Source: an optimization exercise on an open RTL-to-GDS flow (aim: small area, a short achievable clock period and few clock cycles per item). Production flows keep margins and buffers that such runs may drop. Function was checked by simulation only, so behaviour that the tests miss may differ from the original. Power is estimated from default activity; no workload was simulated.

== T ==
// bpp_codec
module bpp_codec (
    input  wire        clk,
    input  wire        rst,
    input  wire        cmd_valid,
    output wire        cmd_ready,
    input  wire        cmd_unpack,
    input  wire [1:0]  cmd_fam,
    input  wire [5:0]  cmd_bw,
    input  wire [31:0] cmd_init,
    input  wire        in_valid,
    output wire        in_ready,
    input  wire [31:0] in_data,
    output wire        out_valid,
    input  wire        out_ready,
    output wire [31:0] out_data,
    output reg         res_valid,
    output reg  [2:0]  res_err,
    output reg  [5:0]  res_bw,
    output reg  [31:0] res_seed,
    output reg  [7:0]  res_count,
    output reg  [5:0]  res_nrec
);
    localparam T_P = 2'd0;    
    localparam T_U = 2'd1;    
    localparam T_X = 2'd2;    
    function [31:0] lomask;   
        input [5:0] n;
        integer b;
        begin
            for (b = 0; b < 32; b = b + 1) lomask[b] = (b < n);
        end
    endfunction
    reg  [1023:0] ring;
    reg  [4:0]    ph;                  
    wire [31:0]   tap = ring[31:0];
    wire [4:0]    wa  = ph - 5'd1;     
    wire          l2_we;
    reg  [31:0]   l2_d;
    always @(posedge clk) begin
        ring[1023:992] <= ring[31:0];
        ring[991:960]  <= l2_we ? l2_d : ring[1023:992];
        ring[959:0]    <= ring[991:32];
    end
    always @(posedge clk) begin
  ...
clock: 11.0 ns
lec_check: 0
cap_margin: 20
core_margin: 2
core_utilization: 40
cts_buf_list: sky130_fd_sc_hd__clkbuf_16
cts_cluster_diameter: 80
cts_cluster_size: 25
slew_margin: 20
standard.sh (not shown) runs the stock make flow with config.mk's settings and CLKGATE_MAP_FILE= SYNTH_SCRIPT=/design/flow/synth_recipe.tcl, a recipe that flattens the netlist after the stock synthesis.
==> flow/flow/run.sh <==
#!/bin/bash
set -euo pipefail
export BUFFER_PORTS_ARGS="-buffer_cell sky130_fd_sc_hd__buf_4"
export SETUP_SLACK_MARGIN=7.2
bash standard.sh > flow_make.log 2>&1
Testbench counts of T, summed over its fixed seeds: cycles 34,232, blocks 1,024.
Edits applied to the flow inputs when going from T to R:
diff --git a/flow/design.v b/flow/design.v
--- a/flow/design.v
+++ b/flow/design.v
@@ -201,19 +201,19 @@
     wire [1:0] h_type = lb_u ? T_U : (zero_fin ? T_X : T_P);
     wire hand_r  = hand & e_free;                      
     wire hand_n  = hand & ~e_free;                     
     wire rn_to_r = rn_valid & e_free;
     wire e_load  = hand_r | rn_to_r | i_to_r;
     wire [4:0] base_n = rn_to_r ? rn_base : l_base;
     wire       e_valid_nx = e_load | (e_valid & ~(a_fire & e_last));
     wire [1:0] e_type_nx  = rn_to_r ? rn_type : hand_r ? h_type : i_to_r ? T_X : e_type;
     wire       l2_tag_nx  = lb_fire ? hand_r : (rn_to_r | l2_tag);
-    wire       l2_gap_nx  = lb_fire ? (lb_u | (lb_bw == 6'd32)) : l2_gap;
+    wire       l2_gap_nx  = lb_fire ? (lb_u | (lb_bw == 6'd32) | (lb_bw == 6'd0)) : l2_gap;
     wire       live_nx    = e_valid_nx & (e_type_nx != T_X) & ~l2_tag_nx & ~a_fire_r;
     wire       okf_nx     = ~(l2_gap_nx & a_fire_r & e_first);
     wire [5:0] l_pu_n = l_pu - {5'd0, push & own_l};
     wire [5:0] i_pu_n = i_pu - {5'd0, push & own_i};
     wire       i_valid_n = cmd_fire | (i_valid & ~(i_to_l | i_to_r));
     wire [5:0] i_pu_nx   = cmd_fire ? ((cmd_err != 3'd0) ? 6'd0 : (cmd_unpack ? cmd_bw : 6'd32)) :
                            (i_to_l | i_to_r) ? 6'd0 : i_pu_n;
     wire [5:0] l_pu_nx   = i_to_l ? i_pu_n : l_pu_n;
     wire       uip_n     = (i_to_l & i_unpack) | (u_init_pend & ~(l1_fire & l_u & l_first));
@@ -272,19 +272,19 @@
             lb_u     <= l_u;
             lb_fam   <= l_fam;
             lb_bw    <= l_bw;
         end
         if (lb_fire) begin
             or_acc <= lb_first ? tf : (or_acc | tf);
             l_zero <= zero_fin;
             l2_d   <= wd;
             l2_first <= lb_first;
-            l2_gap   <= lb_u | (lb_bw == 6'd32);
+            l2_gap   <= lb_u | (lb_bw == 6'd32) | (lb_bw == 6'd0);
         end
         if (l1_fire & ~l_u) begin
             l_prev <= 32'd0 - psub;
             l_subz <= (psub == 32'd0);
         end
         else if (l1_fire & l_first)
             l_prev <= ubase;
         else if (lb_fire & lb_u & famd_b)
             l_prev <= add_s[31:0];
## What came out
T reached the end of the flow, and the finished layout is clean on the timing, design-rule and antenna checks.
R: full flow OK, the timing, design-rule and antenna checks passed
Layout-stage area growth over the synthesis result was lower in R than in T.
The count of clock-buffer cells in the layout of R is higher than that of T.
Status: clock network power parity (R, T)
Compared with T, in R non-filler instance count after layout fell about 1.5%, synthesized instance count fell 0.42%.
Testbench counts of R, summed over its fixed seeds: cycles 33,975, blocks 1,024.

-- afterwards: timing with drivers on the ports --
The flow's constraints put no driver on any port. The routed layouts listed below were extracted and timed again, unchanged, in two steps. Step 1 sets driving cells, clkbuf_16 on the clock port and buf_2 on the other inputs (assumed; they add their load-dependent delay and slew). Step 2 adds t to the input delays and takes it off the output delays; t is the mean of the earliest and latest rising clock arrival at the registers after step 1. Input paths then give back, and output paths get back, about the clock's delay inside the block. Slacks: no drivers / after step 1 / after step 2; pairs: no drivers / after step 1.
run | t (ns) | slack for setup (ns) | slew at the worst register clock pin (ns) | pins driven straight from the clock port
T | 0.788 | 7.094 / 7.022 / 6.473 | 0.10 / 0.10 | 1
R | 0.771 | 7.102 / 7.034 / 6.635 | 0.10 / 0.10 | 1
After both steps setup and hold are still met in every run listed. The setup slack of T, which loses most, moves by -0.072 ns with the drivers and by -0.621 ns with both steps.
